This design comes from an exercise in tuning for small area on the open sky130 flow, not from production work.
RTL that was checked went through simulation tests only; none was proved equivalent to the original.
Power is estimated from default activity; no workload was simulated.

==> flow/design.v <==
module ost_desc_decode (
    input  wire [63:0] raw_lo,
    input  wire [63:0] raw_hi,
    input  wire        wide,
    output wire [63:0] base,
    output wire [19:0] limit,
    output wire [3:0]  dtype,
    output wire        s,
    output wire [1:0]  dpl,
    output wire        p,
    output wire        avl,
    output wire        l,
    output wire        db,
    output wire        g
);
    assign limit = {raw_lo[51:48], raw_lo[15:0]};
    assign base  = {(wide ? raw_hi[31:0] : 32'h0), raw_lo[63:56], raw_lo[39:32], raw_lo[31:16]};
    assign dtype = raw_lo[43:40];
    assign s     = raw_lo[44];
    assign dpl   = raw_lo[46:45];
    assign p     = raw_lo[47];
    assign avl   = raw_lo[52];
    assign l     = raw_lo[53];
    assign db    = raw_lo[54];
    assign g     = raw_lo[55];
endmodule
module ost_sel_decode (
    input  wire [15:0] sel,
    output wire [1:0]  rpl,
    output wire        ti,
    output wire [12:0] index
);
    assign rpl   = sel[1:0];
    assign ti    = sel[2];
    assign index = sel[15:3];
endmodule
module ost_ddmd (
    input  wire         clk,
    input  wire         rst,
    input  wire         req_valid,
    output wire         req_ready,
    input  wire [31:0]  req_op,
    input  wire [31:0]  req_in_len,
    input  wire [31:0]  req_out_cap,
    input  wire [95:0]  req_in,         
    output wire         resp_valid,
    input  wire         resp_ready,
    output wire [1:0]   resp_status,
    output wire [31:0]  resp_bytes,
    output wire [319:0] resp_out,       
    output wire         prim_valid,
    output wire [2:0]   prim_cmd,
    output wire [63:0]  prim_addr,
    output wire [63:0]  prim_wdata,
    input  wire         prim_ack,
    input  wire [63:0]  prim_rdata,
    input  wire [15:0]  prim_rlimit,
    input  wire         prim_fault,
    output wire         faulted
);
    localparam [3:0] S_IDLE   = 4'b0000;
    localparam [3:0] S_RESP   = 4'b0001;
    localparam [3:0] S_FAULT  = 4'b0010;
    localparam [3:0] S_SER    = 4'b0011;    
    localparam [3:0] S_RDMSR  = 4'b1000;
    localparam [3:0] S_WRMSR  = 4'b1001;
    localparam [3:0] S_RDSREG = 4'b1010;
    localparam [3:0] S_SGDT   = 4'b1011;
    localparam [3:0] S_MEMLO  = 4'b1100;
    localparam [3:0] S_MEMHI  = 4'b1101;
    reg [3:0]  state;
    reg [1:0]  st;         
    reg        q;          
    reg        m;          
    reg        res;        
    reg        hi_ok;      
    reg [15:0] sel;
    reg [63:0] pa;         
    reg [63:0] wd_n;       
    wire [63:0] wd = ~wd_n;
    reg [5:0]  cnt;        
    reg        cy;         
    wire s_idle   = (state == S_IDLE);
    wire s_rdmsr  = (state == S_RDMSR);
    wire s_wrmsr  = (state == S_WRMSR);
    wire s_rdsreg = (state == S_RDSREG);
    wire s_sgdt   = (state == S_SGDT);
    wire s_ser    = (state == S_SER);
    wire s_memlo  = (state == S_MEMLO);
    wire s_memhi  = (state == S_MEMHI);
    wire s_resp   = (state == S_RESP);
    wire op_hi0   = (req_op[31:2] == 30'd0);
    wire op_rd    = op_hi0 & (req_op[1:0] == 2'd1);
    wire op_wr    = op_hi0 & (req_op[1:0] == 2'd2);
    wire op_qs    = op_hi0 & (req_op[1:0] == 2'd3);
    wire op_ok    = op_hi0 & (req_op[1:0] != 2'd0);
    wire len_hi0  = (req_in_len[31:4] == 28'd0);
    wire cap_hi0  = (req_out_cap[31:6] == 26'd0);
    wire small_rd = (len_hi0 & (req_in_len[3:0] < 4'd4)) | (cap_hi0 & (req_out_cap[5:0] < 6'd8));
    wire small_wr = (len_hi0 & (req_in_len[3:0] < 4'd12));
    wire small_qs = (len_hi0 & (req_in_len[3:0] < 4'd2)) | (cap_hi0 & (req_out_cap[5:0] < 6'd40));
    wire short_in = (op_rd & small_rd) | (op_wr & small_wr) | (op_qs & small_qs);
    wire bad_idx  = (req_in[15:3] != 13'd0) | (req_in[2] & req_in[1]);
    wire inv      = op_qs & ~short_in & bad_idx;
    wire go       = op_ok & ~short_in & ~inv;
    wire acc = s_idle & req_valid;
    wire ack      = prim_ack;
    wire sel_null = prim_rdata[2] | (prim_rdata[15:3] == 13'd0);
    wire narrow   = prim_rdata[44];
    wire [12:0] index  = sel[15:3];
    wire        r7     = (prim_rlimit[2:0] == 3'd7);
    wire [13:0] dsum   = {1'b0, prim_rlimit[15:3]} + {1'b0, ~index} + {13'd0, r7};
    wire        lo_in  = dsum[13];
    wire        hi_in  = dsum[13] & (dsum[12:0] != 13'd0);
    wire [63:0] off   = {48'd0, index, 3'b000};
    wire        opb   = res ? (cnt == 6'd3) : off[cnt];
    wire        s_bit = pa[0] ^ opb ^ cy;
    wire        s_cy  = (pa[0] & opb) | (pa[0] & cy) | (opb & cy);
    wire        last  = (cnt == 6'd63);
    always @(posedge clk) begin
        if (rst) begin
            state <= S_IDLE;
        end else begin
            case (state)
                S_IDLE: begin
                    if (req_valid) begin
                        if (!go)        state <= S_RESP;
                        else if (op_rd) state <= S_RDMSR;
                        else if (op_wr) state <= S_WRMSR;
                        else            state <= S_RDSREG;
                    end
                end
                S_RDMSR, S_WRMSR, S_MEMHI: begin
                    if (ack) state <= prim_fault ? S_FAULT : S_RESP;
                end
                S_RDSREG: begin
                    if (ack) state <= sel_null ? S_RESP : S_SGDT;
                end
                S_SGDT: begin
                    if (ack) state <= lo_in ? S_SER : S_RESP;
                end
                S_SER: begin
                    if (last) state <= res ? S_MEMHI : S_MEMLO;
                end
                S_MEMLO: begin
                    if (ack) begin
                        if (prim_fault)             state <= S_FAULT;
                        else if (!narrow && hi_ok)  state <= S_SER;
                        else                        state <= S_RESP;
                    end
                end
                S_RESP: begin
                    if (resp_ready) state <= S_IDLE;
                end
                S_FAULT: begin
                    state <= S_FAULT;
                end
                default: state <= S_IDLE;
            endcase
        end
    end
    always @(posedge clk) begin
        if (acc) begin
            st  <= {~op_ok | inv, ~op_ok | short_in};
            q   <= go & op_qs;
            m   <= go & op_rd;
        end
        if (acc)
            res <= 1'b0;
        else if (ack & s_memlo)
            res <= narrow | hi_ok;
        if (ack & s_sgdt)
            hi_ok <= hi_in;
        cnt <= s_ser ? cnt + 6'd1 : 6'd0;
        cy  <= s_ser & s_cy;
    end
    wire sel_ld = ack & (s_rdsreg | s_rdmsr);
    wire unres  = ack & ((s_rdsreg & sel_null) | (s_sgdt & ~lo_in));
    wire w_in   = acc;
    wire w_rd   = ack & (s_rdmsr | (s_memlo & (narrow | hi_ok)));
    wire w_lo   = ack & s_memlo & (narrow | hi_ok);
    wire w_msr  = ack & s_rdmsr;
    wire w_hold = ~(w_in | w_rd | unres | (ack & s_memlo));
    wire p_in   = acc;
    wire p_rd   = ack & ((s_sgdt & lo_in) | s_memhi);
    wire p_sh   = s_ser;
    wire p_hold = ~(p_in | p_rd | p_sh | unres | (ack & s_memlo & (narrow | ~hi_ok)));
    always @(posedge clk) begin
        sel <= ({16{sel_ld}} & prim_rdata[15:0]) | ({16{~sel_ld}} & sel);
        wd_n[15:0]  <= ~(({16{w_in}} & req_in[47:32]) | ({16{w_lo}} & prim_rdata[15:0]) |
                         ({16{w_msr}} & prim_rdata[47:32]) | ({16{w_hold}} & wd[15:0]));
        wd_n[63:16] <= ~(({48{w_in}} & req_in[95:48]) | ({48{w_rd}} & prim_rdata[63:16]) |
                         ({48{w_hold}} & wd[63:16]));
        pa[31:0]  <= ({32{p_in}} & req_in[31:0]) | ({32{p_rd}} & prim_rdata[31:0]) |
                     ({32{p_sh}} & pa[32:1]) | ({32{p_hold}} & pa[31:0]);
        pa[63:32] <= ({32{p_rd}} & prim_rdata[63:32]) | ({32{p_sh}} & {s_bit, pa[63:33]}) |
                     ({32{p_hold | p_in}} & pa[63:32]);
    end
    assign req_ready  = s_idle;
    assign resp_valid = s_resp;
    assign faulted    = (state == S_FAULT);
    assign prim_valid = state[3];
    assign prim_cmd   = state[2] ? 3'd4 : {1'b0, state[1:0]};
    assign prim_addr  = pa;
    assign prim_wdata = wd;
    assign resp_status = st;
    assign resp_bytes  = {26'd0, q, 1'b0, q | m, 3'd0};
    wire [63:0] dec_base;
    wire [19:0] dec_limit;
    wire [3:0]  dec_type;
    wire        dec_s, dec_p, dec_avl, dec_l, dec_db, dec_g;
    wire [1:0]  dec_dpl;
    ost_desc_decode u_dec (
        .raw_lo (wd),
        .raw_hi (pa),
        .wide   (1'b1),       
        .base   (dec_base),
        .limit  (dec_limit),
        .dtype  (dec_type),
        .s      (dec_s),
        .dpl    (dec_dpl),
        .p      (dec_p),
        .avl    (dec_avl),
        .l      (dec_l),
        .db     (dec_db),
        .g      (dec_g)
    );
    wire wide = res & ~wd[44];
    assign resp_out[15:0]   = sel;
    assign resp_out[16]     = q ? res  : wd[16];
    assign resp_out[23:17]  = q ? 7'd0 : wd[23:17];
    assign resp_out[24]     = q ? wide : wd[24];
    assign resp_out[31:25]  = q ? 7'd0 : wd[31:25];
    assign resp_out[47:32]  = wd[15:0];
    assign resp_out[51:48]  = wd[51:48];
    assign resp_out[63:52]  = q ? 12'd0 : wd[63:52];
    assign resp_out[127:64]  = dec_base;
    assign resp_out[135:128] = {4'd0, dec_type};
    assign resp_out[143:136] = {7'd0, dec_s};
    assign resp_out[151:144] = {6'd0, dec_dpl};
    assign resp_out[159:152] = {7'd0, dec_p};
    assign resp_out[167:160] = {7'd0, dec_avl};
    assign resp_out[175:168] = {7'd0, dec_l};
    assign resp_out[183:176] = {7'd0, dec_db};
    assign resp_out[191:184] = {7'd0, dec_g};
    assign resp_out[255:192] = wd;
    assign resp_out[319:256] = pa;
    wire [1:0]  sel_rpl;
    wire        sel_ti;
    wire [12:0] sel_index;
    ost_sel_decode u_sel (
        .sel   (sel),
        .rpl   (sel_rpl),
        .ti    (sel_ti),
        .index (sel_index)
    );
endmodule
Settings: LEC_CHECK=0, CAP_MARGIN=10, CORE_AREA=5 5 265 265, CTS_BUF_LIST=sky130_fd_sc_hd__clkbuf_8, CTS_CLUSTER_DIAMETER=100, CTS_CLUSTER_SIZE=30, DIE_AREA=0 0 270 270, SLEW_MARGIN=10; clock period 10.0 ns.
standard.sh (not shown) runs the stock make flow with config.mk's settings and CLKGATE_MAP_FILE= SYNTH_SCRIPT=/design/flow/synth_recipe.tcl, a recipe that flattens the netlist after the stock synthesis.
==> flow/flow/run.sh <==
#!/bin/bash
# Standard ORFS layout (the standard.sh, standard synthesis unchanged),
# with these changes:
#  - buffer_ports uses the smallest buffer cell for the port buffers;
#  - the constant outputs share the synthesized tie cell instead of getting
#    one tie cell each (SKIP_REPAIR_TIE_FANOUT);
#  - the clock tree uses clkbuf_8 and no dummy loads.
set -euo pipefail
export BUFFER_PORTS_ARGS="-buffer_cell sky130_fd_sc_hd__buf_1"
export SKIP_REPAIR_TIE_FANOUT=1
export CTS_ARGS="-sink_clustering_enable -repair_clock_nets -buf_list sky130_fd_sc_hd__clkbuf_8 -sink_clustering_size 40 -sink_clustering_max_diameter 200 -dont_use_dummy_load"
bash standard.sh > standard_flow.log 2>&1
Next try:
--- a/flow/design.v
+++ b/flow/design.v
@@ -72,14 +72,15 @@
     reg [1:0]  st;         
     reg        q;          
     reg        m;          
     reg        res;        
     reg        hi_ok;      
     reg [15:0] sel;
-    reg [63:0] pa;         
+    reg [63:0] pa_n;       
     reg [63:0] wd_n;       
+    wire [63:0] pa = ~pa_n;
     wire [63:0] wd = ~wd_n;
     reg [5:0]  cnt;        
     reg        cy;         
     wire s_idle   = (state == S_IDLE);
     wire s_rdmsr  = (state == S_RDMSR);
     wire s_wrmsr  = (state == S_WRMSR);
@@ -188,16 +189,16 @@
     always @(posedge clk) begin
         sel <= ({16{sel_ld}} & prim_rdata[15:0]) | ({16{~sel_ld}} & sel);
         wd_n[15:0]  <= ~(({16{w_in}} & req_in[47:32]) | ({16{w_lo}} & prim_rdata[15:0]) |
                          ({16{w_msr}} & prim_rdata[47:32]) | ({16{w_hold}} & wd[15:0]));
         wd_n[63:16] <= ~(({48{w_in}} & req_in[95:48]) | ({48{w_rd}} & prim_rdata[63:16]) |
                          ({48{w_hold}} & wd[63:16]));
-        pa[31:0]  <= ({32{p_in}} & req_in[31:0]) | ({32{p_rd}} & prim_rdata[31:0]) |
-                     ({32{p_sh}} & pa[32:1]) | ({32{p_hold}} & pa[31:0]);
-        pa[63:32] <= ({32{p_rd}} & prim_rdata[63:32]) | ({32{p_sh}} & {s_bit, pa[63:33]}) |
-                     ({32{p_hold | p_in}} & pa[63:32]);
+        pa_n[31:0]  <= ~(({32{p_in}} & req_in[31:0]) | ({32{p_rd}} & prim_rdata[31:0]) |
+                         ({32{p_sh}} & pa[32:1]) | ({32{p_hold}} & pa[31:0]));
+        pa_n[63:32] <= ~(({32{p_rd}} & prim_rdata[63:32]) | ({32{p_sh}} & {s_bit, pa[63:33]}) |
+                         ({32{p_hold | p_in}} & pa[63:32]));
     end
     assign req_ready  = s_idle;
     assign resp_valid = s_resp;
     assign faulted    = (state == S_FAULT);
     assign prim_valid = state[3];
     assign prim_cmd   = state[2] ? 3'd4 : {1'b0, state[1:0]};
After rerunning: Setup slack degrades by 190 ps. Sequential cell count stays the same. Cell area climbs by 1.0%. Register-to-register slack degrades by 500 ps. Core utilization climbs by 0.18 points. Die area stays the same. Power climbs by 13%. Count of clock-buffer cells in the layout is unchanged. Sequential share of layout area drops by 0.31 points. Synthesized cell count climbs by 8.2%. Worst hold slack improves by 7.4 ps. Wire length climbs by 14%. Global-route usage climbs by 1.9 points.

---

ost_ddmd, a different RTL version from the one above (not shown whole).
Size in the first run: ~1300 cells after synthesis, ~160 flip-flops, ~0.010 mm² of cells after synthesis.
export LEC_CHECK = 0
export CAP_MARGIN = 20
export CORE_AREA = 5 5 265 265
export CTS_BUF_LIST = sky130_fd_sc_hd__clkbuf_8
export DIE_AREA = 0 0 270 270
export SLEW_MARGIN = 40
create_clock -name core_clock -period 10.0 [get_ports {clk}]
==> flow/flow/run.sh <==
#!/bin/bash
# Standard ORFS layout (the standard.sh, standard synthesis unchanged),
# with the port buffers that buffer_ports inserts taken as the smallest
# buffer cell instead of the default delay buffer.
set -euo pipefail
export BUFFER_PORTS_ARGS="-buffer_cell sky130_fd_sc_hd__buf_1"
bash standard.sh > standard_flow.log 2>&1
Then changed:
--- a/flow/design.v
+++ b/flow/design.v
@@ -72,14 +72,16 @@
     reg [1:0]  st;         
     reg        q;          
     reg        m;          
     reg        res;        
     reg        hi_ok;      
     reg [15:0] sel;
-    reg [63:0] pa;
-    reg [63:0] wd;
+    reg [63:0] pa_n;       
+    reg [63:0] wd_n;       
+    wire [63:0] pa = ~pa_n;
+    wire [63:0] wd = ~wd_n;
     reg [5:0]  cnt;        
     reg        cy;         
     wire s_idle   = (state == S_IDLE);
     wire s_rdmsr  = (state == S_RDMSR);
     wire s_wrmsr  = (state == S_WRMSR);
     wire s_rdsreg = (state == S_RDSREG);
@@ -104,16 +106,16 @@
     wire go       = op_ok & ~short_in & ~inv;
     wire acc = s_idle & req_valid;
     wire ack      = prim_ack;
     wire sel_null = prim_rdata[2] | (prim_rdata[15:3] == 13'd0);
     wire narrow   = prim_rdata[44];
     wire [12:0] index  = sel[15:3];
-    wire [16:0] off7   = {1'b0, index, 3'b111};
-    wire [16:0] off15  = off7 + 17'd8;
-    wire        lo_in  = off7  <= {1'b0, prim_rlimit};
-    wire        hi_in  = off15 <= {1'b0, prim_rlimit};
+    wire        r7     = (prim_rlimit[2:0] == 3'd7);
+    wire [13:0] dsum   = {1'b0, prim_rlimit[15:3]} + {1'b0, ~index} + {13'd0, r7};
+    wire        lo_in  = dsum[13];
+    wire        hi_in  = dsum[13] & (dsum[12:0] != 13'd0);
     wire [63:0] off   = {48'd0, index, 3'b000};
     wire        opb   = res ? (cnt == 6'd3) : off[cnt];
     wire        s_bit = pa[0] ^ opb ^ cy;
     wire        s_cy  = (pa[0] & opb) | (pa[0] & cy) | (opb & cy);
     wire        last  = (cnt == 6'd63);
     always @(posedge clk) begin
@@ -174,24 +176,29 @@
         cy  <= s_ser & s_cy;
     end
     wire sel_ld = ack & (s_rdsreg | s_rdmsr);
     wire unres  = ack & ((s_rdsreg & sel_null) | (s_sgdt & ~lo_in));
     wire w_in   = acc;
     wire w_rd   = ack & (s_rdmsr | (s_memlo & (narrow | hi_ok)));
+    wire w_lo   = ack & s_memlo & (narrow | hi_ok);
+    wire w_msr  = ack & s_rdmsr;
     wire w_hold = ~(w_in | w_rd | unres | (ack & s_memlo));
     wire p_in   = acc;
     wire p_rd   = ack & ((s_sgdt & lo_in) | s_memhi);
     wire p_sh   = s_ser;
     wire p_hold = ~(p_in | p_rd | p_sh | unres | (ack & s_memlo & (narrow | ~hi_ok)));
     always @(posedge clk) begin
         sel <= ({16{sel_ld}} & prim_rdata[15:0]) | ({16{~sel_ld}} & sel);
-        wd  <= ({64{w_in}} & req_in[95:32]) | ({64{w_rd}} & prim_rdata) | ({64{w_hold}} & wd);
-        pa[31:0]  <= ({32{p_in}} & req_in[31:0]) | ({32{p_rd}} & prim_rdata[31:0]) |
-                     ({32{p_sh}} & pa[32:1]) | ({32{p_hold}} & pa[31:0]);
-        pa[63:32] <= ({32{p_rd}} & prim_rdata[63:32]) | ({32{p_sh}} & {s_bit, pa[63:33]}) |
-                     ({32{p_hold | p_in}} & pa[63:32]);
+        wd_n[15:0]  <= ~(({16{w_in}} & req_in[47:32]) | ({16{w_lo}} & prim_rdata[15:0]) |
+                         ({16{w_msr}} & prim_rdata[47:32]) | ({16{w_hold}} & wd[15:0]));
+        wd_n[63:16] <= ~(({48{w_in}} & req_in[95:48]) | ({48{w_rd}} & prim_rdata[63:16]) |
+                         ({48{w_hold}} & wd[63:16]));
+        pa_n[31:0]  <= ~(({32{p_in}} & req_in[31:0]) | ({32{p_rd}} & prim_rdata[31:0]) |
+                         ({32{p_sh}} & pa[32:1]) | ({32{p_hold}} & pa[31:0]));
+        pa_n[63:32] <= ~(({32{p_rd}} & prim_rdata[63:32]) | ({32{p_sh}} & {s_bit, pa[63:33]}) |
+                         ({32{p_hold | p_in}} & pa[63:32]));
     end
     assign req_ready  = s_idle;
     assign resp_valid = s_resp;
     assign faulted    = (state == S_FAULT);
     assign prim_valid = state[3];
     assign prim_cmd   = state[2] ? 3'd4 : {1'b0, state[1:0]};
@@ -222,13 +229,15 @@
     wire wide = res & ~wd[44];
     assign resp_out[15:0]   = sel;
     assign resp_out[16]     = q ? res  : wd[16];
     assign resp_out[23:17]  = q ? 7'd0 : wd[23:17];
     assign resp_out[24]     = q ? wide : wd[24];
     assign resp_out[31:25]  = q ? 7'd0 : wd[31:25];
-    assign resp_out[63:32]  = q ? {12'd0, dec_limit} : wd[63:32];
+    assign resp_out[47:32]  = wd[15:0];
+    assign resp_out[51:48]  = wd[51:48];
+    assign resp_out[63:52]  = q ? 12'd0 : wd[63:52];
     assign resp_out[127:64]  = dec_base;
     assign resp_out[135:128] = {4'd0, dec_type};
     assign resp_out[143:136] = {7'd0, dec_s};
     assign resp_out[151:144] = {6'd0, dec_dpl};
     assign resp_out[159:152] = {7'd0, dec_p};
     assign resp_out[167:160] = {7'd0, dec_avl};
The new run produced a clean layout. Critical path depth is higher by 7. Power shrinks by a little under a tenth. Area after synthesis decreases by a few percent. Count of clock-buffer cells in the layout rose by 1. Non-clock buffer count went down by 3. Flip-flop and latch count does not change. Maximum frequency falls by a little under a tenth. Routed wire length is higher by a few percent. Clock skew rose by 10 ps. First-iteration DRC count goes up by well over a third. Cell count is lower by a few percent. Combinational power barely changes.
The RTL of the first run of this note was laid out without a check of its function.

## afterwards: timing with drivers on the ports
Ports are ideal in the flow. The routed layouts listed here were re-timed in OpenROAD.
Step 1 (the two cells are an assumption about what drives the block):
set clk [get_ports {clk}]
set_driving_cell -lib_cell sky130_fd_sc_hd__clkbuf_16 $clk
set_driving_cell -lib_cell sky130_fd_sc_hd__buf_2 [delete_from_list [all_inputs] $clk]
Step 2, shift: input delay + t, output delay - t, t = (earliest + latest rising clock arrival at the registers) / 2. This alone moves slack from input paths to output paths.
a / b / c = ideal ports / drivers / drivers and shift; a / b = the first two.
| run | t (ns) | setup WS [ns] | worst setup path at the end | pins driven straight from the clock port |
|---|---|---|---|---|
| the first run of note 1 | 0.568 | 5.239 / 5.255 / 4.687 | input to register | 1 |
| the second run of note 1 | 0.577 | 5.052 / 5.043 / 4.466 | input to register | 1 |
| the first run of note 2 | 0.571 | 5.848 / 5.799 / 5.309 | input to register | 1 |
| the second run of note 2 | 0.575 | 5.446 / 5.480 / 4.905 | input to register | 1 |
After both steps every run listed still meets setup and hold. For the second run of note 1, which loses most, drivers alone change the setup slack by -0.009 ns; drivers and shift together by -0.586 ns.
